From an optimization exercise on the open Yosys and OpenROAD flow, aimed at small area; shortcuts taken in it are not production practice. Only simulation tests tie the RTL to the original design; equivalence was not proved. Power and IR drop assume default switching activity.

`flow/design.v`:
```
module ft_core #(
    parameter RX_CAP      = 64,    
    parameter TX_CAP      = 40,    
    parameter PID_CONTROL = 8'h00,
    parameter PID_DATA    = 8'h01
) (
    input  wire        clk,
    input  wire        rst,           
    input  wire [31:0] now_us,        
    input  wire        lrx_valid,
    input  wire [7:0]  lrx_data,
    output wire        lrx_ready,
    input  wire [7:0]  host_max,
    output wire        hrx_valid,
    output wire [7:0]  hrx_data,
    output wire        hrx_last,
    output wire        hrx_empty,
    output wire [31:0] hrx_ts,
    input  wire        hrx_ready,
    input  wire        hwr_valid,
    input  wire [7:0]  hwr_data,
    input  wire        hwr_last,
    input  wire        hwr_empty,
    output wire        hwr_ready,
    output wire        wr_done,
    output wire [1:0]  wr_status,
    output wire        ltx_valid,
    output wire [7:0]  ltx_data,
    input  wire        ltx_ready
);
    localparam [7:0] FLAG    = 8'h7E;
    localparam [7:0] ESC     = 8'h7D;
    localparam [31:0] BSQ_MIN_INTERVAL_US = 10000;
    localparam NR = RX_CAP - 1;      
    localparam NT = TX_CAP - 3;      
    function ge_u8(input [7:0] a, input [7:0] b);
        integer i;
        reg g;
        begin
            g = 1'b1;
            for (i = 0; i < 8; i = i + 1)
                g = (a[i] & ~b[i]) | (~(a[i] ^ b[i]) & g);
            ge_u8 = g;
        end
    endfunction
    localparam [1:0] ST_SEND = 2'd0, ST_BSQ = 2'd1, ST_HOLD = 2'd2, ST_BADPARAM = 2'd3;
    reg [5:0]  cap;
    reg        bsq_valid;
    localparam [2:0] RX_OUTSIDE = 3'd0, RX_INSIDE = 3'd1, RX_ESCAPED = 3'd2,
                     RX_DELIVER = 3'd3, RX_BSN = 3'd4;
    reg [2:0]  rx_state;
    reg [6:0]  rx_len;       
    reg [31:0] rx_ts;
    reg        pid_ctl, pid_dat;
    reg [5:0]  rq;           
    reg [5:0]  rd_idx;       
    reg        hv;           
    wire       bsn_load;     
    reg        bsn_hi;       
    reg [7:0]  hd;
    reg [8*NR-1:0] rring;
    wire [7:0] rtap  = rring[8*NR-1 -: 8];    
    wire [7:0] rtap2 = rring[8*NR-9 -: 8];    
    wire [5:0] rq_inc = (rq == NR) ? 6'd1 : rq + 6'd1;
    wire is_flag = (lrx_data == FLAG);
    wire is_esc  = (lrx_data == ESC);
    wire rx_in   = (rx_state == RX_INSIDE) || (rx_state == RX_ESCAPED);
    wire app     = (rx_state == RX_ESCAPED) || (rx_state == RX_INSIDE && !is_flag && !is_esc);
    wire slot_ok = (rx_len[6:1] == 6'd0) || rx_len[6] || (rq == rx_len[5:0]);
    assign lrx_ready = (rx_state == RX_OUTSIDE) || (rx_in && (!app || slot_ok));
    wire rx_take  = lrx_valid && lrx_ready;
    wire r_we     = rx_take && app;
    wire [7:0] app_byte = {lrx_data[7:6], lrx_data[5] ^ (rx_state == RX_ESCAPED), lrx_data[4:0]};
    wire frame_fits = (rx_len != RX_CAP + 1) && ge_u8(host_max, {1'b0, rx_len});
    wire is_bsn     = frame_fits && pid_ctl && rx_len == 7'd3;
    wire is_data    = frame_fits && pid_dat;
    always @(posedge clk) begin
        rring <= {rring[8*NR-9:0], r_we ? app_byte : rtap};
        rq    <= (r_we && rx_len == 7'd1) ? 6'd2 : rq_inc;
    end
    wire rd_hit   = (rq_inc == rd_idx);
    assign hrx_last  = (rd_idx == rx_len[5:0]);
    assign hrx_empty = (rx_len == 7'd1);
    assign hrx_valid = hv;
    assign hrx_data  = hd;
    assign hrx_ts    = rx_ts;
    always @(posedge clk) begin
        if (rst) begin
            rx_state <= RX_OUTSIDE;
            hv       <= 1'b0;
        end else begin
            case (rx_state)
                RX_OUTSIDE: begin
                    if (rx_take && is_flag) begin
                        rx_len   <= 0;
                        rx_ts    <= now_us;
                        rx_state <= RX_INSIDE;
                    end
                end
                RX_INSIDE, RX_ESCAPED: begin
                    if (rx_take) begin
                        if (app) begin
                            rx_state <= RX_INSIDE;
                            if (rx_len == 7'd0) begin
                                pid_ctl <= (app_byte == PID_CONTROL);
                                pid_dat <= (app_byte == PID_DATA);
                            end
                            if (rx_len != RX_CAP + 1)
                                rx_len <= rx_len + 7'd1;
                        end else if (is_esc) begin
                            rx_state <= RX_ESCAPED;
                        end else if (rx_len == 7'd0) begin
                            rx_ts <= now_us;             
                        end else begin
                            rd_idx <= 6'd1;
                            hv     <= (rx_len == 7'd1) && is_data;
                            rx_state <= is_data ? RX_DELIVER :
                                        is_bsn  ? RX_BSN : RX_OUTSIDE;
                        end
                    end
                end
                RX_DELIVER: begin
                    if (hv && hrx_ready && hrx_last) begin
                        hv       <= 1'b0;
                        rx_state <= RX_OUTSIDE;
                    end else if ((!hv || hrx_ready) && !hrx_last && rd_hit) begin
                        hd     <= rtap2;
                        hv     <= 1'b1;
                        rd_idx <= rd_idx + 6'd1;
                    end else if (hrx_ready) begin
                        hv <= 1'b0;
                    end
                end
                default: begin       
                    if (bsn_load)
                        rx_state <= RX_OUTSIDE;
                end
            endcase
        end
    end
    wire bsn_busy = (rx_state == RX_BSN);
    localparam [1:0] TX_LOAD = 2'd0, TX_DECIDE = 2'd1, TX_SEND = 2'd2, TX_BSQ = 2'd3;
    reg [1:0] tx_state;
    reg [5:0] tx_n;        
    reg [5:0] enc_len;     
    reg [5:0] tq;          
    reg [1:0] snd_phase;   
    reg       snd_esc;     
    reg       lv;
    reg [7:0] ld;
    reg [8*NT-1:0] tring;
    wire [7:0] ttap  = tring[8*NT-1 -: 8];
    wire [5:0] tq_inc = (tq == NT - 1) ? 6'd0 : tq + 6'd1;
    wire wr_special = (hwr_data == FLAG) || (hwr_data == ESC);
    wire tx_full    = (enc_len[5:1] == TX_CAP / 2);
    wire t_hit      = (tq == tx_n);
    wire t_slot_ok  = hwr_empty || (tx_n == 6'd0) || tx_full || t_hit;
    assign hwr_ready = (tx_state == TX_LOAD) && !bsn_busy && t_slot_ok;
    wire wr_take = hwr_valid && hwr_ready;
    wire t_we    = wr_take && !hwr_empty;
    always @(posedge clk) begin
        tring <= {tring[8*NT-9:0], t_we ? hwr_data : ttap};
        tq    <= (t_we && tx_n == 6'd0) ? 6'd1 : tq_inc;
    end
    reg [31:0] bq;
    reg [1:0]  bph;
    reg [1:0]  dpass;      
    reg        el_b;       
    reg        el_ge;      
    wire [7:0] bq_tap = bq[31:24];
    wire [7:0] now_b  = now_us[8*bph +: 8];
    wire [8:0] el_d   = {1'b0, now_b} - {1'b0, bq_tap} - {8'd0, el_b & (bph != 2'd0)};
    wire       ge_in  = el_ge | (bph == 2'd0);
    wire       ge_out = (bph == 2'd0) ? (el_d[7:4] != 4'd0) :
                        (bph == 2'd1) ? (el_d[7:0] == 8'h27 ? ge_in : ge_u8(el_d[7:0], 8'h28)) :
                                        (el_d[7:0] != 8'd0) || ge_in;
    wire        too_big  = (enc_len == TX_CAP + 1);
    wire        can_send = ge_u8({2'b0, cap}, {2'b0, enc_len});
    wire        bsq_due  = !bsq_valid || el_ge;
    wire        decide   = (tx_state == TX_DECIDE);
    wire        bq_we    = decide && dpass == 2'd2 && wr_status == ST_BSQ;
    always @(posedge clk) begin
        bph <= rst ? 2'd0 : bph + 2'd1;
        bq  <= {bq[23:0], bq_we ? now_b : bq_tap};
        if (decide && dpass == 2'd1) begin
            el_b  <= el_d[8];
            el_ge <= ge_out;
        end
        if (rst || !decide)
            dpass <= 2'd0;
        else if (bph == 2'd3)
            dpass <= (dpass == 2'd2) ? 2'd0 : dpass + 2'd1;
    end
    assign wr_done   = decide && dpass == 2'd2 && bph == 2'd3;
    assign bsn_load  = bsn_busy && rd_hit && !decide;
    assign wr_status = too_big  ? ST_BADPARAM :
                       can_send ? ST_SEND :
                       bsq_due  ? ST_BSQ : ST_HOLD;
    wire lfree     = !lv || ltx_ready;
    wire t_special = (ttap == FLAG) || (ttap == ESC);
    always @(posedge clk) begin
        if (rst) begin
            tx_state <= TX_LOAD;
            tx_n     <= 0;
            enc_len  <= 3;
            lv       <= 1'b0;
        end else begin
            if (ltx_ready)
                lv <= 1'b0;
            case (tx_state)
                TX_LOAD: begin
                    if (t_we) begin
                        tx_n    <= tx_n + 6'd1;
                        enc_len <= tx_full ? TX_CAP + 1 : enc_len + (wr_special ? 6'd2 : 6'd1);
                    end
                    if (wr_take && hwr_last)
                        tx_state <= TX_DECIDE;
                end
                TX_DECIDE: begin
                    tx_n      <= 0;
                    snd_phase <= 0;
                    snd_esc   <= 1'b0;
                    if (wr_done) begin
                        case (wr_status)
                            ST_SEND: tx_state <= TX_SEND;
                            ST_BSQ:  begin tx_state <= TX_BSQ; enc_len <= 3; end
                            default: begin tx_state <= TX_LOAD; enc_len <= 3; end
                        endcase
                    end
                end
                default: begin       
                    if (lfree) begin
                        case (snd_phase)
                            2'd0: begin
                                ld <= FLAG; lv <= 1'b1;
                                snd_phase <= 2'd1;
                            end
                            2'd1: begin
                                ld <= (tx_state == TX_SEND) ? PID_DATA : PID_CONTROL; lv <= 1'b1;
                                snd_phase <= (tx_state == TX_SEND && enc_len != 6'd3) ? 2'd2 : 2'd3;
                            end
                            2'd2: begin
                                if (t_hit) begin
                                    lv <= 1'b1;
                                    enc_len <= enc_len - 6'd1;
                                    if (enc_len == 6'd4)
                                        snd_phase <= 2'd3;
                                    if (!snd_esc && t_special) begin
                                        ld      <= ESC;
                                        snd_esc <= 1'b1;
                                    end else begin
                                        ld      <= {ttap[7:6], ttap[5] ^ snd_esc, ttap[4:0]};
                                        snd_esc <= 1'b0;
                                        tx_n    <= tx_n + 6'd1;
                                    end
                                end
                            end
                            default: begin
                                ld <= FLAG; lv <= 1'b1;
                                tx_n     <= 0;
                                tx_state <= TX_LOAD;
                            end
                        endcase
                    end
                end
            endcase
        end
    end
    assign ltx_valid = lv;
    assign ltx_data  = ld;
    always @(posedge clk) begin
        if (rst) begin
            cap       <= 6'd0;
            bsq_valid <= 1'b0;
            bsn_hi    <= 1'b0;
        end else begin
            bsn_hi <= bsn_load;
            if (bsn_load)
                cap <= (rtap2[7:6] != 2'd0) ? 6'h3F : rtap2[5:0];
            else if (bsn_hi && rtap2 != 8'd0)
                cap <= 6'h3F;
            else if (wr_done && wr_status == ST_SEND)
                cap <= 6'd0;
            if (wr_done && wr_status == ST_BSQ)
                bsq_valid <= 1'b1;
        end
    end
endmodule
```
`flow/flow/run.sh`:
```
#!/bin/bash
# Own layout flow: the standard ORFS flow (standard.sh, unchanged synthesis),
# with clock tree synthesis told not to add dummy balancing loads, to cluster
# the flip-flops into groups of up to 16 behind clkbuf_8 leaf buffers and to
# build the tree above them from clkbuf_2, and with the port buffers made from
# the smallest buffer cell. Each tool's full output is in the ORFS logs under
# orfs/logs/; make's own output goes to standard.log here.
set -euo pipefail
export CTS_ARGS="-sink_clustering_enable -repair_clock_nets -dont_use_dummy_load -buf_list {sky130_fd_sc_hd__clkbuf_2} -sink_clustering_buffer sky130_fd_sc_hd__clkbuf_8 -sink_clustering_size 16 -sink_clustering_max_diameter 200"
export BUFFER_PORTS_ARGS="-buffer_cell sky130_fd_sc_hd__buf_1"
bash standard.sh finish > standard.log 2>&1
```
`flow/standard.sh`:
```
#!/bin/bash
# synth_recipe.tcl (not shown) runs the flow's synth.tcl, then flattens the netlist and writes it again
# the make line also repeats each setting of config.mk as NAME=value (left out here)
make -C /OpenROAD-flow-scripts/flow DESIGN_CONFIG=/design/flow/config.mk WORK_HOME=/design/flow/orfs CLKGATE_MAP_FILE= SYNTH_SCRIPT=/design/flow/synth_recipe.tcl "${@:-finish}"
```
`flow/config.mk`:
```
export PLATFORM = sky130hd
export DESIGN_NAME = ft_core
export DESIGN_NICKNAME = ft_core
export VERILOG_FILES = /design/flow/design.v
export SDC_FILE = /design/flow/constraint.sdc
export NUM_CORES = 4
export LEC_CHECK = 0
export CAP_MARGIN = 20
export CORE_MARGIN = 2
export CORE_UTILIZATION = 75
export PLACE_DENSITY = 0.85
export SLEW_MARGIN = 20
```
`flow/constraint.sdc`:
```
create_clock -name core_clock -period 10.0 [get_ports {clk}]
set_input_delay 2.0000 -clock core_clock [delete_from_list [all_inputs] [get_ports {clk}]]
set_output_delay 2.0000 -clock core_clock [all_outputs]
set_load 0.01 [all_outputs]
```
==> notes.md, run 1 <==
result of the run=finished clean; Worst Max-Slew Pin Slew=0.8171 ns; largest family of logic cells by synthesized area=simple AND/OR/NAND/NOR gates; routed vias/inst=5.287; Hold Crit Class=reg2reg; Placer Congestion=0.8417; CTS Hold Bufs=0; number of max-cap violations=0; critical-path maximum fanout=5; DIE HEIGHT=181.9 µm; Synth Flop Type=dfxtp_1; Async S/R FF share, synth=0%; Fill cells=1,600; worst path required time=8.00 ns; Placed Instances=2,046; syn nets=1,661; LEAKAGE=10.10 nW; site row count=65; synth-to-layout area growth=7.174%; yosys warns=1; clock-pin slew on the worst setup and hold paths=0.10 ns; Syn Area/Cell=15.32 µm²; ratio of cells with drive above 1 in the final layout=6.659%; DR DRC count=0; CTS sink count=943; Clock Skews=0.1523 ns; crit end category=output port; Synth Area in Adders=2.625%; number of buffers created by CTS=68; DR WL met3=1.997 mm; post-CTS setup-driven buffer insertion count=0; Setup CP Type=in2out; grt total ovfl=0; Setup-failing EPs final=0; fin nets=1,826; Routed WL per cell=17.95 µm; Max Used Layer=met4; Post-Layout Cell Count=2,115; Max Freq=188.7 MHz; mux contribution to synthesized area=1.808%; Synth top area share=73.80%; via count=11,180; Final Cell Area=0.02544 mm²; Yosys reg bits=943; EDFF count, synth=68; clk latency of the worst-skew pair=0.97 ns; io pins=121; antenna violations before repair=1; Synth area leader=dfxtp_1; Routed met2 length=18.40 mm; endpoints failing hold=0; register area share after synthesis=82.40%; Slew headroom=45.33%; H-tree depth=3; gr usage total=23.16%; HPWL Detailed=24.21 mm; Iter 0 DRT Violations=700; critical path startpoint category=primary input; Routed WL=37.96 mm; post_cts resized=0; root buf cell=clkbuf_2; Worst IR Drop VDD=0.1656 mV; RSZ-0062 raised after global routing=no; pwr/cell area=236.4 mW/mm²; Period Utilization, post-route=53.00%; Core Region=0.03139 mm²; fin worst setup slack=4.700 ns; starting density of the core=75.61%; Cell Area, Placed=0.02458 mm²; Post-Synth XOR/XNOR Area=1.550%; Area contributors post-synth=dfxtp_1, edfxtp_1, ha_1; simple-gate share of the synthesized area=5.730%; met1 wire length=16.74 mm; Die Area=0.03309 mm²; Setup TNS Final=0 ns; Min Clock Period, post-route=5.300 ns; post-route ant nets=0; pre-CTS setup slack=4.719 ns; Netlist cell types=81; DR pass1 iterations=5; CTS max path bufs=3; vias in the first global route=11,370; mapped cell area=0.02374 mm²; Final Max Tran Viols=0; first-pass GRT wire length=59.42 mm; largest net degree at the start of global routing=33; post-synthesis compound-gate area fraction=4.275%; Post-Syn Instances=1,549; Crit path arrival time=3.30 ns; CTS tree=done; Port Buf Inserts=120; DIE WIDTH=181.9 µm
-- cells in the mapped netlist (3+ instances only) --
master,count
a21boi_0,3
and3_1,13
mux2i_1,5
a21oi_1,28
o2bb2ai_1,6
nor3b_1,7
a311oi_1,3
nand2b_1,14
o211ai_1,7
mux2_2,15
ha_1,45
nor2_1,54
xor2_1,11
edfxtp_1,68
nor2b_1,14
a21o_1,7
nand4_1,8
and2_1,7
dfxtp_1,875
nand3_1,18
buf_2,10
clkbuf_1,13
nand2_1,53
mux4_2,8
a211oi_1,6
o31ai_1,3
buf_6,3
o21ai_0,31
xnor2_1,31
fa_1,3
o21a_1,3
a32o_1,4
nor4_1,17
and4_1,3
or3_1,4
o41ai_1,4
nor3_1,21
a31oi_1,6
inv_1,63
nand4b_1,3
-- cell type report --
class,instances,area (µm²),area share (%)
Sequential cell,943,19560,76.89
Inverter,63,236.5,0.9296
Clock buffer,68,857.1,3.369
Tap cell,402,503.0,1.977
Timing Repair Buffer,124,480.5,1.889
Multi-Input combinational cell,514,3800,14.94
Antenna cell,1,2.502,0.009837
-- placed cells by master (no fill, tap or decap), drive strengths merged, types with 11 or more instances in the layout --
cell    instances
nor4           18
clkbuf         68
nor2b          14
mux2           17
and3           13
dfxtp         875
a21oi          28
xor2           11
edfxtp         68
xnor2          31
o21ai          32
nand2          53
nand2b         14
inv            63
ha             45
nor2           55
nand3          19
buf           124
nor3           22
-- worst max-delay path, stage by stage --
cell and delay, ns:
buf_1 0.14, xor2_1 0.19, nand4_1 0.18, nor2_1 0.12, nor4b_2 0.45, inv_1 0.08, buf_1 0.13
-- power breakdown --
group	total [mW]	switching, mW	internal [mW]
clock	1.58	1.04	0.543
combinational	0.308	0.177	0.131
sequential	4.12	0.106	4.02
-- cell families after synthesis --
| kind of cell | after synthesis |
|---|---|
| adder cells (fa/ha/maj) | 48 |
| buffers and inverters | 92 |
| flip-flops | 943 |
| AO/OA/AOI/OAI | 141 |
| XOR/XNOR | 42 |
| AND/OR/NAND/NOR | 253 |
| multiplexers | 30 |
-- layer usage --
layer  GRT usage (%)  vias up
li1                -     5441
met1           30.91     5346
met2           38.96      322
met3           4.272       74
met4           7.484        0
met5               0        -
-- flip-flops by register name, summed over array words and instances (netlist names), 7 cells and up --
| register | cells |
|---|---|
| hd | 8 |
| rx_ts | 32 |
| tring | 296 |
| rx_len | 7 |
| rring | 504 |
| ld | 8 |
| bq | 32 |
-- worst paths after layout --
path	startpoint	to	slack [ns]	cells past startpoint
setup / recovery	lrx_data[1]	lrx_ready	4.70	7
hold / removal	tring[142]	tring[150]	0.24	0
setup reg to reg	bph[0]	el_ge	6.07	11
hold reg to reg	tring[142]	tring[150]	0.24	0
-- per-stage QoR --
stage,hold WS (ns),util (%),total power [mW]
3_3_place_gp,0.3096,78.29,4.480
3_5_place_dp,0.3121,78.29,4.507
4_1_cts,0.2360,81.02,6.057
5_1_grt,0.2229,81.03,6.235
6_report,0.2428,81.03,6.014
2_1_floorplan,0.3096,-,4.399
==> inputs of run 2 (changes only) <==
--- a/flow/design.v
+++ b/flow/design.v
@@ -165,3 +165,3 @@
     reg [31:0] bq;
-    reg [1:0]  bph;
+    reg [3:0]  bph;
     reg [1:0]  dpass;      
@@ -169,9 +169,8 @@
     reg        el_ge;      
-    wire [7:0] bq_tap = bq[31:24];
-    wire [7:0] now_b  = now_us[8*bph +: 8];
-    wire [8:0] el_d   = {1'b0, now_b} - {1'b0, bq_tap} - {8'd0, el_b & (bph != 2'd0)};
-    wire       ge_in  = el_ge | (bph == 2'd0);
-    wire       ge_out = (bph == 2'd0) ? (el_d[7:4] != 4'd0) :
-                        (bph == 2'd1) ? (el_d[7:0] == 8'h27 ? ge_in : ge_u8(el_d[7:0], 8'h28)) :
-                                        (el_d[7:0] != 8'd0) || ge_in;
+    wire [1:0] bq_tap = bq[31:30];
+    wire [1:0] now_b  = now_us[2*bph +: 2];
+    wire [2:0] el_d   = {1'b0, now_b} - {1'b0, bq_tap} - {2'd0, el_b & (bph != 4'd0)};
+    wire [1:0] lim_n  = BSQ_MIN_INTERVAL_US[2*bph +: 2];
+    wire       ge_out = (bph == 4'd0) ? 1'b1 :
+                        (el_d[1:0] == lim_n) ? el_ge : ge_u8({6'd0, el_d[1:0]}, {6'd0, lim_n});
     wire        too_big  = (enc_len == TX_CAP + 1);
@@ -182,6 +181,6 @@
     always @(posedge clk) begin
-        bph <= rst ? 2'd0 : bph + 2'd1;
-        bq  <= {bq[23:0], bq_we ? now_b : bq_tap};
+        bph <= rst ? 4'd0 : bph + 4'd1;
+        bq  <= {bq[29:0], bq_we ? now_b : bq_tap};
         if (decide && dpass == 2'd1) begin
-            el_b  <= el_d[8];
+            el_b  <= el_d[2];
             el_ge <= ge_out;
@@ -190,6 +189,6 @@
             dpass <= 2'd0;
-        else if (bph == 2'd3)
+        else if (bph == 4'd15)
             dpass <= (dpass == 2'd2) ? 2'd0 : dpass + 2'd1;
     end
-    assign wr_done   = decide && dpass == 2'd2 && bph == 2'd3;
+    assign wr_done   = decide && dpass == 2'd2 && bph == 4'd15;
     assign bsn_load  = bsn_busy && rd_hit && !decide;
==> notes.md, run 2 <==
largest family of logic cells by synthesized area=simple AND/OR/NAND/NOR gates; Iter 0 DRT Violations=852; clock-pin slew on the worst setup and hold paths=0.10 ns; Period Utilization, post-route=55.31%; crit end category=output port; Post-Synth XOR/XNOR Area=1.872%; Synth area leader=dfxtp_1; starting density of the core=76.25%; Crit path arrival time=3.53 ns; routed vias/inst=5.399; syn nets=1,610; Biggest register=rring; Routed WL per cell=20.02 µm; hold_ws=0.1969 ns; site row count=64; Largest regs=rring: 504 flops, tring: 296 flops; Setup CP Type=in2out; via count=11,150; multi-input logic area=0.003426 mm²; Yosys reg bits=945; most common cell in the netlist=dfxtp_1; Final Max Tran Viols=0; root buf cell=clkbuf_2; mapped cell area=0.02332 mm²; number of buffers created by CTS=69; ratio of cells with drive above 1 in the final layout=6.235%; Async S/R FF share, synth=0%; register area share after synthesis=84.03%; max reg flops=504; clk latency of the worst-skew pair=0.98 ns; gr usage total=25.88%; LEAKAGE=9.812 nW; Core Region=0.03059 mm²; Clock Skews=0.1423 ns; Synth top area share=75.27%; critical-path maximum fanout=3; Sequential Area=0.01960 mm²; RSZ-0062 raised after global routing=no; number of max-cap violations=0; Setup-failing EPs final=0; Min Clock Period, post-route=5.531 ns; DIE WIDTH=180.3 µm; Synth Flop Type=dfxtp_1; CTS tree=done; CTS max path bufs=3; simple-gate share of the synthesized area=5.102%; Worst Max-Slew Pin Slew=0.8991 ns; post-synthesis compound-gate area fraction=4.072%; CTS Hold Bufs=0; endpoints failing hold=0; fin nets=1,772; Synth Area in Adders=2.135%; post_cts resized=0; Worst IR Drop VDD=0.1920 mV; Setup TNS Final=0 ns; yosys warns=1; Hold Crit Class=reg2reg; most frequent cells in the layout=dfxtp_1, buf_1, edfxtp_1; total power=5.874 mW; mux contribution to synthesized area=1.416%; H-tree depth=3; CTS sink count=945; DR DRC count=0; pwr/cell area=234.5 mW/mm²; synth-to-layout area growth=7.382%; EDFF count, synth=68; io pins=121; post-CTS setup-driven buffer insertion count=0; Port Buf Inserts=120; antenna violations before repair=3; largest net degree at the start of global routing=33; first-pass GRT wire length=65.61 mm; Max Freq=180.8 MHz; worst path required time=8.00 ns; Routed WL=41.37 mm; grt total ovfl=0; HPWL Detailed=24.54 mm; Area contributors post-synth=dfxtp_1, edfxtp_1, ha_1; Netlist cell types=72; Post-Syn Instances=1,508; DIE HEIGHT=180.3 µm; Fill cells=1,363; critical path startpoint category=primary input; vias in the first global route=11,770; commonest cells in the netlist=dfxtp_1, edfxtp_1, nand2_1; post-route ant nets=0; result of the run=finished clean; DR pass1 iterations=5; most common cell after layout, fill and taps aside=dfxtp_1; Syn Area/Cell=15.47 µm²; Placer Congestion=0.8408; Slew headroom=39.21%; Die Area=0.03252 mm²
-- run 2: changes by cell type after synthesis, sizes merged, moves of 9 or more --
cell    before  now
ha          45   35
inv         63   49
nor4        18    8
nor2b       14    5
nor3        22   13
a21oi       28   41
clkbuf      14   24
-- run 2: cells by family after synthesis --
family	count (synthesis)
DFF	945
AOI/OAI and AO/OA	143
muxes	25
and+or+nand+nor	228
xor gates and xnor gates	49
adders and majority gates	38
buffers and inverters	80
-- run 2: cell type report --
type | instances | area share, %
flip-flops and latches | 945 | 78.25
multi-input cells | 483 | 13.68
clock buffers | 69 | 3.477
well taps | 396 | 1.978
repair buffers | 122 | 1.858
inverters | 49 | 0.7344
diodes | 2 | 0.01998
-- run 2: final timing paths --
kind                     from    endpoint  slack, ns  cells past startpoint
hold reg to reg    rring[333]  rring[341]       0.20                      0
setup / recovery  lrx_data[2]   lrx_ready       4.47                      6
setup reg to reg       bph[0]       el_ge       6.41                      8
hold / removal     rring[333]  rring[341]       0.20                      0
-- run 2: routing by layer --
metal / up-vias / GRT usage (%) / routed length (µm)
met5: - / 0 / 0
met4: 0 / 8.613 / 1117
met3: 97 / 4.345 / 2417
met2: 465 / 43.37 / 20240
met1: 5311 / 34.82 / 17590
li1: 5281 / - / -
-- run 2: power by group --
part	switching, mW	internal, mW
clock network	1.06	0.553
logic	0.123	0.0970
registers	0.0837	3.96
-- run 2: worst max-delay path: stages --
cell and delay [ns]:
buf_1 0.18, nand4_1 0.21, or3_1 0.44, a311oi_1 0.31, or2_1 0.21, buf_1 0.17
-- run 2: through the flow --
| step | cell area (µm²) | std cells | setup WS [ns] | utilization (%) |
|---|---|---|---|---|
| final | 25050 | 2066 | 4.469 | 81.88 |
| after global routing | 25040 | 2065 | 4.376 | 81.87 |
| after global placement | 24150 | 1995 | 4.680 | 78.96 |
| after CTS | 25030 | 2064 | 4.516 | 81.81 |
| after detailed placement | 24150 | 1995 | 4.550 | 78.96 |
| after floorplan | 23320 | 1508 | 2.763 | - |
==> inputs of run 3 (changes only) <==
--- a/flow/design.v
+++ b/flow/design.v
@@ -62,3 +62,2 @@
     wire [7:0] rtap  = rring[8*NR-1 -: 8];    
-    wire [7:0] rtap2 = rring[8*NR-9 -: 8];    
     wire [5:0] rq_inc = (rq == NR) ? 6'd1 : rq + 6'd1;
@@ -68,3 +67,4 @@
     wire app     = (rx_state == RX_ESCAPED) || (rx_state == RX_INSIDE && !is_flag && !is_esc);
-    wire slot_ok = (rx_len[6:1] == 6'd0) || rx_len[6] || (rq == rx_len[5:0]);
+    wire rd_hit  = (rq == rx_len[5:0]);      
+    wire slot_ok = (rx_len[6:1] == 6'd0) || rx_len[6] || rd_hit;
     assign lrx_ready = (rx_state == RX_OUTSIDE) || (rx_in && (!app || slot_ok));
@@ -80,5 +80,4 @@
     end
-    wire rd_hit   = (rq_inc == rd_idx);
     assign hrx_last  = (rd_idx == rx_len[5:0]);
-    assign hrx_empty = (rx_len == 7'd1);
+    assign hrx_empty = (rd_idx == 6'd1);
     assign hrx_valid = hv;
@@ -114,3 +113,4 @@
                         end else begin
-                            rd_idx <= 6'd1;
+                            rd_idx <= rx_len[5:0];
+                            rx_len <= 7'd1;
                             hv     <= (rx_len == 7'd1) && is_data;
@@ -126,5 +126,5 @@
                     end else if ((!hv || hrx_ready) && !hrx_last && rd_hit) begin
-                        hd     <= rtap2;
+                        hd     <= rtap;
                         hv     <= 1'b1;
-                        rd_idx <= rd_idx + 6'd1;
+                        rx_len <= rx_len + 7'd1;
                     end else if (hrx_ready) begin
@@ -155,2 +155,4 @@
     wire tx_full    = (enc_len[5:1] == TX_CAP / 2);
+    wire [5:0] enc_step = (tx_state == TX_LOAD) ? {4'd0, wr_special, !wr_special} : 6'h3F;
+    wire [5:0] enc_sum  = enc_len + enc_step;
     wire t_hit      = (tq == tx_n);
@@ -212,3 +214,3 @@
                         tx_n    <= tx_n + 6'd1;
-                        enc_len <= tx_full ? TX_CAP + 1 : enc_len + (wr_special ? 6'd2 : 6'd1);
+                        enc_len <= tx_full ? TX_CAP + 1 : enc_sum;
                     end
@@ -243,3 +245,3 @@
                                     lv <= 1'b1;
-                                    enc_len <= enc_len - 6'd1;
+                                    enc_len <= enc_sum;
                                     if (enc_len == 6'd4)
@@ -277,4 +279,4 @@
             if (bsn_load)
-                cap <= (rtap2[7:6] != 2'd0) ? 6'h3F : rtap2[5:0];
-            else if (bsn_hi && rtap2 != 8'd0)
+                cap <= (rtap[7:6] != 2'd0) ? 6'h3F : rtap[5:0];
+            else if (bsn_hi && rtap != 8'd0)
                 cap <= 6'h3F;
==> notes.md, run 3 <==
number of max-cap violations=0; Synth area leader=dfxtp_1; DR DRC count=0; Die Area=0.03224 mm²; post-CTS setup-driven buffer insertion count=0; CTS tree=done; syn nets=1,552; root buf cell=clkbuf_2; total power=5.875 mW; mapped cell area=0.02311 mm²; register area share after synthesis=84.80%; Area contributors post-synth=dfxtp_1, edfxtp_1, ha_1; vias in the first global route=10,980; CTS Hold Bufs=0; CTS sink count=945; fin worst setup slack=4.448 ns; Synth Flop Type=dfxtp_1; Core Region=0.03043 mm²; DIE WIDTH=179.5 µm; most common cell in the netlist=dfxtp_1; HPWL Detailed=22.51 mm; worst path required time=8.00 ns; Final Max Tran Viols=0; CTS max path bufs=3; Port Buf Inserts=120; grt total ovfl=0; site row count=64; DR pass1 iterations=5; Max Freq=180.1 MHz; commonest cells in the netlist=dfxtp_1, edfxtp_1, nor2_1; Hold Crit Class=reg2reg; Routed WL per cell=17.49 µm; routed vias/inst=5.221; Clock Skews=0.1832 ns; final core utilization=81.65%; Setup CP Type=reg2out; endpoints failing hold=0; first-pass GRT wire length=56.21 mm; io pins=121; H-tree depth=3; Biggest register=rring; Largest regs=rring: 504 flops, tring: 296 flops; Iter 0 DRT Violations=795; Slew headroom=37.42%; yosys warns=1; Routed WL=35.30 mm; Syn Area/Cell=15.92 µm²; post-route ant nets=0; Worst Max-Slew Pin Slew=0.9366 ns; gr usage total=22.02%; Yosys reg bits=945; Synth top area share=75.96%; most common cell after layout, fill and taps aside=dfxtp_1; EDFF count, synth=68; Post-Layout Cell Count=2,018; clk latency of the worst-skew pair=0.96 ns; max reg flops=504; LEAKAGE=9.678 nW; result of the run=finished clean; Post-Syn Instances=1,452; clock-pin slew on the worst setup and hold paths=0.11 ns; critical path startpoint category=register; Setup TNS Final=0 ns; RSZ-0062 raised after global routing=no; largest net degree at the start of global routing=33; Min Clock Period, post-route=5.552 ns; via count=10,540; Async S/R FF share, synth=0%; Placer Congestion=0.8659; Placed Instances=1,948; post_cts resized=0; fin nets=1,723; pwr/cell area=236.4 mW/mm²; DIE HEIGHT=179.5 µm; number of buffers created by CTS=69; starting density of the core=75.95%; Period Utilization, post-route=55.52%; Fill cells=1,561; ratio of cells with drive above 1 in the final layout=6.848%; crit end category=output port; antenna violations before repair=2; Netlist cell types=78; Crit path arrival time=3.55 ns; synth-to-layout area growth=7.503%; Worst IR Drop VDD=0.1791 mV; critical-path maximum fanout=9; pre-CTS setup slack=4.611 ns; Setup-failing EPs final=0; most frequent cells in the layout=dfxtp_1, buf_1, edfxtp_1
## run 3: routing by layer
layer / GRT usage, % / vias up / part of all wire [%]
li1: - / 5119 / -
met1: 29.54 / 5029 / 43
met2: 36.00 / 299 / 48
met3: 4.011 / 88 / 5.1
met4: 9.008 / 0 / 3.4
met5: 0 / - / 0
## run 3: path summary, 6_finish.rpt
check | startpoint | end | slack [ns] | cells after the start
max | enc_len[2] | wr_status[1] | 4.45 | 7
min | rring[351] | rring[359] | 0.19 | 0
max reg2reg | bph[0] | el_ge | 6.55 | 8
min reg2reg | rring[351] | rring[359] | 0.19 | 0
## run 3: final cells by class
class	count	area [µm²]	share of cell area (%)
Inverter	44	165.2	0.6647
Multi-Input combinational cell	441	3248	13.07
Tap cell	396	495.5	1.994
Sequential cell	945	19600	78.88
Timing Repair Buffer	122	465.4	1.873
Antenna cell	1	2.502	0.01007
Clock buffer	69	870.8	3.505
## run 3: critical path, cell delays in order, from the launching register on
cell and delay (ns):
dfxtp_1 0.52, inv_1 0.11, ha_1 0.23, a2111oi_0 0.53
o21bai_1 0.17, a2111oi_0 0.67, or2_2 0.24, buf_1 0.16
## run 3: where the power goes
group / total, mW / switching [mW] / internal (mW)
Combinational: 0.228 / 0.122 / 0.106
Sequential: 4.07 / 0.0844 / 3.98
Clock: 1.58 / 1.03 / 0.552
Total: 5.87 / 1.23 / 4.64
## run 3: through the flow
stage	hold slack (ns)	instance area (µm²)
after floorplan	0.3096	23110
after global placement	0.3100	23960
after detailed placement	0.3121	23960
after CTS	0.1720	24830
after global routing	0.1759	24850
final	0.1897	24850
## run 3: logic make-up after synthesis
| logic type | share of synthesized area (%) |
|---|---|
| muxes | 1.646 |
| AOI/OAI and AO/OA | 3.405 |
| and+or+nand+nor | 5.127 |
| adders and majority gates | 2.090 |
| xor gates and xnor gates | 1.667 |
| buffers and inverters | 1.267 |
| DFF | 84.80 |
==> inputs of run 4 (changes only) <==
--- a/flow/design.v
+++ b/flow/design.v
@@ -154,3 +154,3 @@
     wire wr_special = (hwr_data == FLAG) || (hwr_data == ESC);
-    wire tx_full    = (enc_len[5:1] == TX_CAP / 2);
+    wire tx_full    = (enc_len[5:1] == TX_CAP / 2) || (enc_len == TX_CAP + 2);
     wire [5:0] enc_step = (tx_state == TX_LOAD) ? {4'd0, wr_special, !wr_special} : 6'h3F;
@@ -177,3 +177,3 @@
                         (el_d[1:0] == lim_n) ? el_ge : ge_u8({6'd0, el_d[1:0]}, {6'd0, lim_n});
-    wire        too_big  = (enc_len == TX_CAP + 1);
+    wire        too_big  = (enc_len == TX_CAP + 1) || (enc_len == TX_CAP + 2);
     wire        can_send = ge_u8({2'b0, cap}, {2'b0, enc_len});
@@ -214,3 +214,4 @@
                         tx_n    <= tx_n + 6'd1;
-                        enc_len <= tx_full ? TX_CAP + 1 : enc_sum;
+                        if (!too_big)
+                            enc_len <= enc_sum;
                     end
==> notes.md, run 4 <==
number of buffers created by CTS=69; pre-CTS setup slack=4.905 ns; RSZ-0062 raised after global routing=no; register area share after synthesis=85.06%; routed vias/inst=5.233; Port Buf Inserts=120; Biggest register=rring; first-pass GRT wire length=59.47 mm; most common cell after layout, fill and taps aside=dfxtp_1; antenna violations before repair=1; total power=5.850 mW; CTS Hold Bufs=0; DIE WIDTH=179.3 µm; Synth Flop Type=dfxtp_1; met1 wire length=15.66 mm; DIE HEIGHT=179.3 µm; Placer Congestion=0.8505; clk latency of the worst-skew pair=0.95 ns; DR pass1 iterations=6; Post-Layout Cell Count=2,014; result of the run=finished clean; final core utilization=81.49%; pwr/cell area=235.9 mW/mm²; yosys warns=1; crit end category=output port; post-CTS setup-driven buffer insertion count=0; gr usage total=24.73%; reg2reg path depth=8; syn nets=1,545; ratio of cells with drive above 1 in the final layout=6.436%; critical-path maximum fanout=4; synth-to-layout area growth=7.613%; Largest regs=rring: 504 flops, tring: 296 flops; Netlist cell types=73; CTS sink count=945; most common cell in the netlist=dfxtp_1; EDFF count, synth=68; CTS tree=done; Synth area leader=dfxtp_1; max reg flops=504; Placed Instances=1,943; H-tree depth=3; CTS max path bufs=3; Worst IR Drop VDD=0.1949 mV; Clock Skews=0.1909 ns; critical path startpoint category=primary input; Min Clock Period, post-route=5.121 ns; Crit path arrival time=3.12 ns; io pins=121; HPWL Detailed=24.62 mm; Syn Area/Cell=15.95 µm²; Routed met2 length=18.99 mm; Slew headroom=35.75%; fin worst setup slack=4.879 ns; hold path depth=0; post_cts resized=0; Iter 0 DRT Violations=653; Setup TNS Final=0 ns; Setup CP Type=in2out; Post-Syn Instances=1,445; Hold Crit Class=reg2reg; worst path required time=8.00 ns; Final Max Tran Viols=0; Max Freq=195.3 MHz; Yosys reg bits=945; most frequent cells in the layout=dfxtp_1, buf_1, edfxtp_1; vias in the first global route=11,030; grt total ovfl=0; DR WL met3=2.028 mm; Period Utilization, post-route=51.21%; root buf cell=clkbuf_2; Routed WL per cell=19.01 µm; Async S/R FF share, synth=0%; LEAKAGE=9.724 nW; Max Used Layer=met4; Die Area=0.03214 mm²; post-route ant nets=0; Setup-failing EPs final=0; mapped cell area=0.02304 mm²; endpoints failing hold=0; clock-pin slew on the worst setup and hold paths=0.09 ns; Core Region=0.03043 mm²; Area contributors post-synth=dfxtp_1, edfxtp_1, ha_1; starting density of the core=75.72%; Routed WL=38.28 mm; Worst Max-Slew Pin Slew=0.9563 ns; site row count=64; Synth top area share=76.19%; DR DRC count=0; fin nets=1,718; commonest cells in the netlist=dfxtp_1, edfxtp_1, nor2_1; largest net degree at the start of global routing=41; via count=10,540; number of max-cap violations=0
[run 4: report_power, final]
| group | switching [mW] | total [mW] | internal, mW | leakage (nW) |
|---|---|---|---|---|
| clock network | 1.03 | 1.58 | 0.552 | 0.469 |
| registers | 0.0829 | 4.04 | 3.96 | 7.76 |
| logic | 0.125 | 0.226 | 0.100 | 1.50 |
[run 4: final timing paths]
path	end	slack, ns	from
setup / recovery	lrx_ready	4.88	lrx_data[6]
hold / removal	rring[141]	0.16	rring[133]
setup reg to reg	el_ge	6.41	bph[0]
hold reg to reg	rring[141]	0.16	rring[133]
[run 4: worst max-delay path, stage by stage]
cell and delay, ns:
buf_1 0.11, nor2b_1 0.27, nand3_1 0.18, a21oi_1 0.21, inv_1 0.06, a21oi_1 0.13, buf_1 0.16
[run 4: routing by layer]
metal | up-vias | track usage (%)
li1 | 5102 | -
met1 | 4974 | 30.53
met2 | 347 | 41.94
met3 | 116 | 5.237
met4 | 0 | 11.36
met5 | - | 0
[run 4: area by class of cell]
| class | instances | area, µm² |
|---|---|---|
| antenna | 2 | 5.005 |
| clock buffer | 69 | 870.8 |
| fill | 1468 | 5633 |
| inverter | 38 | 142.6 |
| multi-input combinational | 441 | 3209 |
| sequential | 945 | 19600 |
| tap | 396 | 495.5 |
| timing repair buffer | 123 | 474.2 |
[run 4: metrics by stage]
| step | hold slack, ns | instance area [µm²] |
|---|---|---|
| finish | 0.1578 | 24800 |
| CTS | 0.1535 | 24790 |
| floorplan | 0.3096 | 23040 |
| global placement | 0.3099 | 23920 |
| detailed placement | 0.3121 | 23920 |
| global route | 0.1553 | 24790 |
[run 4: cells by family (layout without fill, tap and decap cells)]
logic type      Yosys count  after routing  synth area share (%)
xor+xnor                 42             42                 1.596
other cells               0              2                     0
compound gates          127            127                 3.546
buf+inv                  59            230                 1.037
flops                   945            945                 85.06
simple gates            208            208                 4.871
fa+ha+maj                36             36                 2.053
mux                      28             28                 1.841
==> inputs of run 5 (changes only) <==
--- a/flow/design.v
+++ b/flow/design.v
@@ -168,4 +168,2 @@
     reg [3:0]  bph;
-    reg [1:0]  dpass;      
-    reg        el_b;       
     reg        el_ge;      
@@ -173,3 +171,3 @@
     wire [1:0] now_b  = now_us[2*bph +: 2];
-    wire [2:0] el_d   = {1'b0, now_b} - {1'b0, bq_tap} - {2'd0, el_b & (bph != 4'd0)};
+    wire [2:0] el_d   = {1'b0, now_b} - {1'b0, bq_tap} - {2'd0, snd_esc & (bph != 4'd0)};
     wire [1:0] lim_n  = BSQ_MIN_INTERVAL_US[2*bph +: 2];
@@ -181,3 +179,3 @@
     wire        decide   = (tx_state == TX_DECIDE);
-    wire        bq_we    = decide && dpass == 2'd2 && wr_status == ST_BSQ;
+    wire        bq_we    = decide && snd_phase == 2'd2 && wr_status == ST_BSQ;
     always @(posedge clk) begin
@@ -185,12 +183,7 @@
         bq  <= {bq[29:0], bq_we ? now_b : bq_tap};
-        if (decide && dpass == 2'd1) begin
-            el_b  <= el_d[2];
+        if (decide && snd_phase == 2'd1) begin
             el_ge <= ge_out;
         end
-        if (rst || !decide)
-            dpass <= 2'd0;
-        else if (bph == 4'd15)
-            dpass <= (dpass == 2'd2) ? 2'd0 : dpass + 2'd1;
-    end
-    assign wr_done   = decide && dpass == 2'd2 && bph == 4'd15;
+    end
+    assign wr_done   = decide && snd_phase == 2'd2 && bph == 4'd15;
     assign bsn_load  = bsn_busy && rd_hit && !decide;
@@ -212,2 +205,3 @@
                 TX_LOAD: begin
+                    snd_phase <= 2'd0;
                     if (t_we) begin
@@ -222,4 +216,5 @@
                     tx_n      <= 0;
-                    snd_phase <= 0;
-                    snd_esc   <= 1'b0;
+                    snd_esc   <= (snd_phase == 2'd1) && el_d[2];
+                    if (bph == 4'd15)
+                        snd_phase <= snd_phase[1] ? 2'd0 : snd_phase + 2'd1;
                     if (wr_done) begin
==> notes.md, run 5 <==
critical-path maximum fanout=5; syn nets=1,556; Setup-failing EPs final=0; via count=10,670; Placer Congestion=0.8738; antenna violations before repair=1; root buf cell=clkbuf_2; routed vias/inst=5.305; mapped cell area=0.02290 mm²; Net Switching=1.215 mW; Die Area=0.03195 mm²; CTS Hold Bufs=0; Routed WL per cell=18.29 µm; Crit path arrival time=3.42 ns; most frequent cells in the layout=dfxtp_1, buf_1, edfxtp_1; Max Freq=184.4 MHz; Period Utilization, post-route=54.22%; EDFF count, synth=67; most common cell in the netlist=dfxtp_1; Clock Skews=0.1207 ns; CP Buf/Inv Count=2; register area share after synthesis=85.26%; Worst Max-Slew Pin Slew=1.011 ns; Syn Area/Cell=15.74 µm²; starting density of the core=76.67%; ratio of cells with drive above 1 in the final layout=6.663%; H-tree depth=3; switching fraction of total power=21.00%; Clk network pwr share=27.2%; io pins=121; Min Clock Period, post-route=5.422 ns; pre-CTS setup slack=4.634 ns; Yosys reg bits=942; Cell Area, Placed=0.02377 mm²; post_cts resized=0; critical path startpoint category=primary input; max reg flops=504; CTS sink count=942; gr usage total=23.17%; site row count=63; Netlist cell types=69; pwr/cell area=234.7 mW/mm²; hold_ws=0.2549 ns; Worst IR Drop VDD=0.1871 mV; synth-to-layout area growth=7.577%; most common cell after layout, fill and taps aside=dfxtp_1; LEAKAGE=9.669 nW; total power=5.783 mW; clk latency of the worst-skew pair=0.95 ns; worst path required time=8.00 ns; HPWL Detailed=23.03 mm; sequential share of power=69.3%; CTS tree=done; Post-Syn Instances=1,455; commonest cells in the netlist=dfxtp_1, edfxtp_1, nand2_1; DR DRC count=0; DIE WIDTH=178.8 µm; endpoints failing hold=0; clock-pin slew on the worst setup and hold paths=0.10 ns; Hold Crit Class=reg2reg; Power Internal=4.568 mW; Setup TNS Final=0 ns; Slew headroom=31.70%; Comb power frac=3.5%; Iter 0 DRT Violations=717; yosys warns=1; Final Cell Area=0.02464 mm²; DIE HEIGHT=178.8 µm; largest net degree at the start of global routing=33; final core utilization=82.48%; crit path cell chain=buf_1 -> nand4_1 -> or3_1 -> a21oi_1 -> nor2_1 -> nor2_1 -> buf_1; Biggest register=rring; fin nets=1,724; Routed WL=36.79 mm; fin worst setup slack=4.578 ns; max incr delay on CP=0.46 ns; Placed Instances=1,943; Setup CP Type=in2out; Synth Flop Type=dfxtp_1; number of max-cap violations=0; RSZ-0062 raised after global routing=no; CP max-delay cell=or3_1; post-CTS setup-driven buffer insertion count=0; Synth top area share=76.48%; Synth area leader=dfxtp_1; CTS max path bufs=3; Area contributors post-synth=dfxtp_1, edfxtp_1, ha_1; first-pass GRT wire length=56.32 mm; CP top delay family=simple AND/OR/NAND/NOR gates; crit end category=output port; DR pass1 iterations=5; grt total ovfl=0; Largest regs=rring: 504 flops, tring: 296 flops; Post-Layout Cell Count=2,012; Async S/R FF share, synth=0%; post-route ant nets=0; Core Region=0.02987 mm²; result of the run=finished clean; vias in the first global route=10,950; number of buffers created by CTS=68; Port Buf Inserts=120; Final Max Tran Viols=0
-- run 5: power groups by stage --
| stage | Combinational (mW) | Sequential (mW) | Clock (mW) |
|---|---|---|---|
| after floorplan | 0.153 | 4.06 | 0 |
| after global placement | 0.184 | 4.09 | 0 |
| final | 0.201 | 4.01 | 1.57 |
| after global routing | 0.222 | 4.03 | 1.73 |
| after detailed placement | 0.197 | 4.10 | 0 |
| after CTS | 0.199 | 4.01 | 1.60 |
-- run 5: kinds of logic after synthesis --
group,count (synthesis),share of synthesized area [%]
adder cells (fa/ha/maj),37,2.120
XOR/XNOR,44,1.683
AND/OR/NAND/NOR,225,4.895
multiplexers,24,1.639
buffers and inverters,70,1.196
flip-flops,942,85.26
AO/OA/AOI/OAI,113,3.207
-- run 5: cell type report --
cell class	count	area (µm²)
Antenna cell	1	2.502
Clock buffer	68	857.1
Fill cell	1415	5235
Inverter	44	165.2
Multi-Input combinational cell	443	3118
Sequential cell	942	19530
Tap cell	390	488.0
Timing Repair Buffer	124	480.5
-- run 5: worst paths after layout --
| kind | cells after the start | end | start | slack [ns] |
|---|---|---|---|---|
| max | 7 | lrx_ready | lrx_data[2] | 4.58 |
| min | 0 | tring[14] | tring[6] | 0.25 |
| max reg2reg | 8 | el_ge | bph[0] | 6.35 |
| min reg2reg | 0 | tring[14] | tring[6] | 0.25 |
-- run 5: layer usage --
layer  vias up  wire (µm)  track usage [%]
met3       138       2105            5.174
met2       410      17420            37.73
li1       5074          -                -
met1      5052      15720            30.08
met4         0       1546            10.40
met5         -          0                0
==> inputs of run 6 (changes only) <==
==> flow/flow/run.sh (replaced) <==
#!/bin/bash
# Own layout flow: the standard ORFS flow (standard.sh, unchanged synthesis),
# with clock tree synthesis told not to add dummy balancing loads, to cluster
# the flip-flops into groups of up to 17 behind clkbuf_8 leaf buffers and to
# build the tree above them from clkbuf_2, and with the port buffers made from
# the smallest buffer cell. Each tool's full output is in the ORFS logs under
# orfs/logs/; make's own output goes to standard.log here.
set -euo pipefail
export CTS_ARGS="-sink_clustering_enable -repair_clock_nets -dont_use_dummy_load -buf_list {sky130_fd_sc_hd__clkbuf_2} -sink_clustering_buffer sky130_fd_sc_hd__clkbuf_8 -sink_clustering_size 17 -sink_clustering_max_diameter 200"
export BUFFER_PORTS_ARGS="-buffer_cell sky130_fd_sc_hd__buf_1"
bash standard.sh finish > standard.log 2>&1
==> notes.md, run 6 <==
Placer Congestion=0.8738; grt total ovfl=0; worst path required time=8.00 ns; Routed met2 length=17.85 mm; Port Buf Inserts=120; post-route ant nets=0; io pins=121; Hold Crit Class=reg2reg; most frequent cells in the layout=dfxtp_1, buf_1, edfxtp_1; CP Buf/Inv Count=2; antenna violations before repair=3; Netlist cell types=69; starting density of the core=76.67%; number of buffers created by CTS=61; number of max-cap violations=0; CTS sink count=942; critical path depth=7; most common cell in the netlist=dfxtp_1; Biggest register=rring; Final Max Tran Viols=0; critical path startpoint category=primary input; Setup TNS Final=0 ns; Max Freq=184.1 MHz; Period Utilization, post-route=54.32%; clock-pin slew on the worst setup and hold paths=0.10 ns; DR WL met3=2.135 mm; DR pass1 iterations=6; Setup-failing EPs final=0; multi-input logic area=0.003118 mm²; met1 wire length=15.61 mm; Slew headroom=31.75%; hold path depth=0; clk latency of the worst-skew pair=1.05 ns; CTS tree=done; root buf cell=clkbuf_2; Min Clock Period, post-route=5.432 ns; Sequential Area=0.01953 mm²; DR DRC count=0; CTS Hold Bufs=0; Worst IR Drop VDD=0.1586 mV; Clock Skews=0.1097 ns; Crit path arrival time=3.43 ns; mapped cell area=0.02290 mm²; yosys warns=1; Routed WL=37.10 mm; Area contributors post-synth=dfxtp_1, edfxtp_1, ha_1; Yosys reg bits=942; EDFF count, synth=67; max reg flops=504; HPWL Detailed=23.03 mm; crit path cell chain=buf_1 -> nand4_1 -> or3_1 -> a21oi_1 -> nor2_1 -> nor2_1 -> buf_1; Final Cell Area=0.02458 mm²; total power=5.740 mW; post-CTS setup-driven buffer insertion count=0; synth-to-layout area growth=7.309%; CP max-delay cell=or3_1; post_cts resized=0; Synth area leader=dfxtp_1; syn nets=1,556; Syn Area/Cell=15.74 µm²; crit end category=output port; CTS max path bufs=3; commonest cells in the netlist=dfxtp_1, edfxtp_1, nand2_1; Synth top area share=76.48%; Largest regs=rring: 504 flops, tring: 296 flops; first-pass GRT wire length=58.15 mm; DIE WIDTH=178.8 µm; Fill cells=1,411; via count=10,690; LEAKAGE=9.631 nW; DIE HEIGHT=178.8 µm; Routed WL per cell=18.51 µm; register area share after synthesis=85.26%; H-tree depth=2; Die Area=0.03195 mm²; vias in the first global route=11,020; max incr delay on CP=0.44 ns; Max Used Layer=met4; CP top delay family=simple AND/OR/NAND/NOR gates; largest net degree at the start of global routing=33; Synth Flop Type=dfxtp_1; critical-path maximum fanout=5; reg2reg path depth=8; Post-Syn Instances=1,455; Iter 0 DRT Violations=849; RSZ-0062 raised after global routing=no; Cell Area, Placed=0.02377 mm²; Setup CP Type=in2out; pwr/cell area=233.5 mW/mm²; endpoints failing hold=0; Worst Max-Slew Pin Slew=1.011 ns; site row count=63; most common cell after layout, fill and taps aside=dfxtp_1; result of the run=finished clean; Core Region=0.02987 mm²; ratio of cells with drive above 1 in the final layout=6.258%; routed vias/inst=5.334; fin nets=1,717; Async S/R FF share, synth=0%; gr usage total=23.92%
-- run 6: power breakdown --
group | leakage [nW] | internal, mW | total [mW] | switching, mW
registers | 7.73 | 3.93 | 4.01 | 0.0752
logic | 1.48 | 0.0914 | 0.201 | 0.110
clock network | 0.423 | 0.507 | 1.53 | 1.02
-- run 6: area by class of cell --
type	count	share of cell area, %
timing repair buffer	124	1.955
clock buffer	61	3.238
sequential	942	79.45
multi-input combinational	443	12.69
antenna	1	0.01018
tap	390	1.985
inverter	44	0.6720
-- run 6: logic make-up (layout without fill, tap and decap cells) --
family / Yosys count / in the layout / synth area share, %
buffers and inverters: 70 / 229 / 1.196
other: 0 / 1 / 0
multiplexers: 24 / 24 / 1.639
AO/OA/AOI/OAI: 113 / 113 / 3.207
AND/OR/NAND/NOR: 225 / 225 / 4.895
adder cells (fa/ha/maj): 37 / 37 / 2.120
flip-flops: 942 / 942 / 85.26
XOR/XNOR: 44 / 44 / 1.683
-- run 6: stage by stage --
| step | cells | setup WS (ns) | hold slack (ns) | util (%) |
|---|---|---|---|---|
| 2_1_floorplan | 1455 | 3.398 | 0.3096 | - |
| 3_3_place_gp | 1943 | 4.820 | 0.3096 | 79.57 |
| 3_5_place_dp | 1943 | 4.634 | 0.3121 | 79.57 |
| 4_1_cts | 2004 | 4.633 | 0.1961 | 82.23 |
| 5_1_grt | 2005 | 4.479 | 0.2112 | 82.27 |
| 6_report | 2005 | 4.568 | 0.2574 | 82.27 |
-- run 6: final timing paths --
path                                   from    endpoint  slack [ns]
worst max-delay path            lrx_data[2]   lrx_ready        4.57
worst min-delay path             rring[141]  rring[149]        0.26
worst max register to register       bph[0]       el_ge        6.34
worst min register to register   rring[141]  rring[149]        0.26
-- run 6: routing by layer --
metal / vias to the layer above / GRT usage, %
li1: 5054 / -
met1: 5069 / 31.10
met2: 420 / 40.41
met3: 151 / 4.156
met4: 0 / 9.451
met5: - / 0
==> inputs of run 7 (changes only) <==
==> flow/flow/run.sh (replaced) <==
#!/bin/bash
# Own layout flow: the standard ORFS flow (standard.sh, unchanged synthesis),
# with clock tree synthesis told not to add dummy balancing loads, to cluster
# the flip-flops into groups of up to 18 behind clkbuf_8 leaf buffers and to
# build the tree above them from clkbuf_2, and with the port buffers made from
# the smallest buffer cell. Each tool's full output is in the ORFS logs under
# orfs/logs/; make's own output goes to standard.log here.
set -euo pipefail
export CTS_ARGS="-sink_clustering_enable -repair_clock_nets -dont_use_dummy_load -buf_list {sky130_fd_sc_hd__clkbuf_2} -sink_clustering_buffer sky130_fd_sc_hd__clkbuf_8 -sink_clustering_size 18 -sink_clustering_max_diameter 200"
export BUFFER_PORTS_ARGS="-buffer_cell sky130_fd_sc_hd__buf_1"
bash standard.sh finish > standard.log 2>&1
==> notes.md, run 7 <==
result of the run=finished clean; crit end category=output port; LEAKAGE=9.610 nW; clock-pin slew on the worst setup and hold paths=0.11 ns; Placed Instances=1,943; fin nets=1,714; Biggest register=rring; max reg flops=504; Netlist cell types=69; Slew headroom=32.06%; Synth Flop Type=dfxtp_1; DIE WIDTH=178.8 µm; Synth top area share=76.48%; total power=5.709 mW; CTS sink count=942; Hold Crit Class=reg2reg; CTS max path bufs=3; most common cell in the netlist=dfxtp_1; first-pass GRT wire length=57.76 mm; final core utilization=82.13%; Post-Layout Cell Count=2,002; Area contributors post-synth=dfxtp_1, edfxtp_1, ha_1; post-route ant nets=0; critical path startpoint category=primary input; worst path required time=8.00 ns; EDFF count, synth=67; Clock Skews=0.1686 ns; hold_ws=0.2072 ns; DIE HEIGHT=178.8 µm; Core Region=0.02987 mm²; most frequent cells in the layout=dfxtp_1, buf_1, edfxtp_1; vias in the first global route=10,970; yosys warns=1; Worst IR Drop VDD=0.1786 mV; via count=10,610; fin worst setup slack=4.608 ns; Worst Max-Slew Pin Slew=1.006 ns; clk latency of the worst-skew pair=1.05 ns; RSZ-0062 raised after global routing=no; most common cell after layout, fill and taps aside=dfxtp_1; Cell Area, Placed=0.02377 mm²; site row count=63; number of max-cap violations=0; Setup TNS Final=0 ns; CTS Hold Bufs=0; gr usage total=23.69%; Final Cell Area=0.02454 mm²; largest net degree at the start of global routing=33; CTS tree=done; Largest regs=rring: 504 flops, tring: 296 flops; Final Max Tran Viols=0; Post-Syn Instances=1,455; Synth area leader=dfxtp_1; Iter 0 DRT Violations=735; H-tree depth=2; starting density of the core=76.67%; Setup CP Type=in2out; Crit path arrival time=3.39 ns; Max Freq=185.5 MHz; R2R Path End=el_ge; Routed WL per cell=18.49 µm; DR pass1 iterations=5; DR DRC count=0; Port Buf Inserts=120; worst r2r src=bph[0]; antenna violations before repair=2; syn nets=1,556; R2R Setup Slk=6.32 ns; Syn Area/Cell=15.74 µm²; Routed WL=37.02 mm; commonest cells in the netlist=dfxtp_1, edfxtp_1, nand2_1; pwr/cell area=232.6 mW/mm²; Placer Congestion=0.8738; Min Clock Period, post-route=5.392 ns; Critical Path Sink=lrx_ready; synth-to-layout area growth=7.129%; ratio of cells with drive above 1 in the final layout=6.083%; critical-path maximum fanout=5; grt total ovfl=0; Async S/R FF share, synth=0%; io pins=121; Critical Path Source=lrx_data[2]; Die Area=0.03195 mm²; register area share after synthesis=85.26%; Setup-failing EPs final=0; pre-CTS setup slack=4.634 ns; root buf cell=clkbuf_2; post_cts resized=0; post-CTS setup-driven buffer insertion count=0; Period Utilization, post-route=53.92%; HPWL Detailed=23.03 mm; endpoints failing hold=0; Yosys reg bits=942; number of buffers created by CTS=58; reg2reg path depth=8; mapped cell area=0.02290 mm²; routed vias/inst=5.299
[run 7: cell count changes in the layout (fill, tap and decap cells not counted), sizes merged]
| cell | delta |
|---|---|
| clkbuf | -3 |
[run 7: cell families (layout without fill, tap and decap cells)]
| logic type | Yosys count | after routing | share of synthesized area (%) |
|---|---|---|---|
| AO/OA/AOI/OAI | 113 | 113 | 3.207 |
| adder cells (fa/ha/maj) | 37 | 37 | 2.120 |
| multiplexers | 24 | 24 | 1.639 |
| flip-flops | 942 | 942 | 85.26 |
| AND/OR/NAND/NOR | 225 | 225 | 4.895 |
| other | 0 | 1 | 0 |
| XOR/XNOR | 44 | 44 | 1.683 |
| buffers and inverters | 70 | 226 | 1.196 |
[run 7: worst max-delay path, stage by stage]
cell and delay (ns):
buf_1 0.15, nand4_1 0.22, or3_1 0.44, a21oi_1 0.22, nor2_1 0.08, nor2_1 0.11
buf_1 0.17
[run 7: report_power, final]
part           switching, mW  internal, mW  leakage (nW)
clock                   1.02         0.481         0.402
combinational          0.109        0.0914          1.48
sequential            0.0751          3.94          7.73
[run 7: how the worst min path moves through the flow]
stage                          start         end  depth (start not counted)  slack, ns
final                     rring[487]  rring[495]                          0       0.21
after global routing      rring[487]  rring[495]                          0       0.13
after CTS                 rring[487]  rring[495]                          0       0.16
after detailed placement  rring[175]  rring[183]                          0       0.31
after global placement     rring[12]   rring[20]                          0       0.31
after floorplan                bq[8]      bq[10]                          0       0.31
[run 7: layer usage]
layer	GRT usage [%]	vias up	share of wire [%]
li1	-	5054	-
met1	31.61	5094	43
met2	39.61	352	48
met3	3.923	109	5.1
met4	8.706	0	3.5
met5	0	-	0
[run 7: cell type report]
cell class / count / area, µm²
Antenna cell: 1 / 2.502
Clock buffer: 58 / 754.5
Fill cell: 1431 / 5338
Inverter: 44 / 165.2
Multi-Input combinational cell: 443 / 3118
Sequential cell: 942 / 19530
Tap cell: 390 / 488.0
Timing Repair Buffer: 124 / 480.5

==> afterwards: timing with drivers on the ports <==
The results above use ideal ports. As a check the final layouts listed here were re-extracted and re-timed, cells and wires unchanged.
Step 1, drivers: a clkbuf_16 drives clk and a buf_2 each remaining input, both assumed.
Step 2, shift: input delay + t, output delay - t, t = (earliest + latest rising clock arrival at the registers) / 2. This alone moves slack from input paths to output paths.
Slacks: ideal / step 1 / step 2; pairs: ideal / step 1.
run	t (ns)	setup slack, ns	worst data-port slew with drivers (ns)
run 1	0.946	4.700 / 4.679 / 4.679	0.06
run 2	0.941	4.469 / 4.442 / 4.442	0.05
run 3	0.914	4.448 / 4.400 / 4.588	0.06
run 4	0.899	4.879 / 4.853 / 4.853	0.06
run 5	0.933	4.578 / 4.542 / 4.542	0.08
run 6	1.040	4.568 / 4.533 / 4.533	0.09
run 7	1.020	4.608 / 4.574 / 4.574	0.08
After both steps setup and hold are still met in every run listed. The setup slack of run 5, which loses most, moves by -0.036 ns with the drivers and by -0.036 ns with both steps.
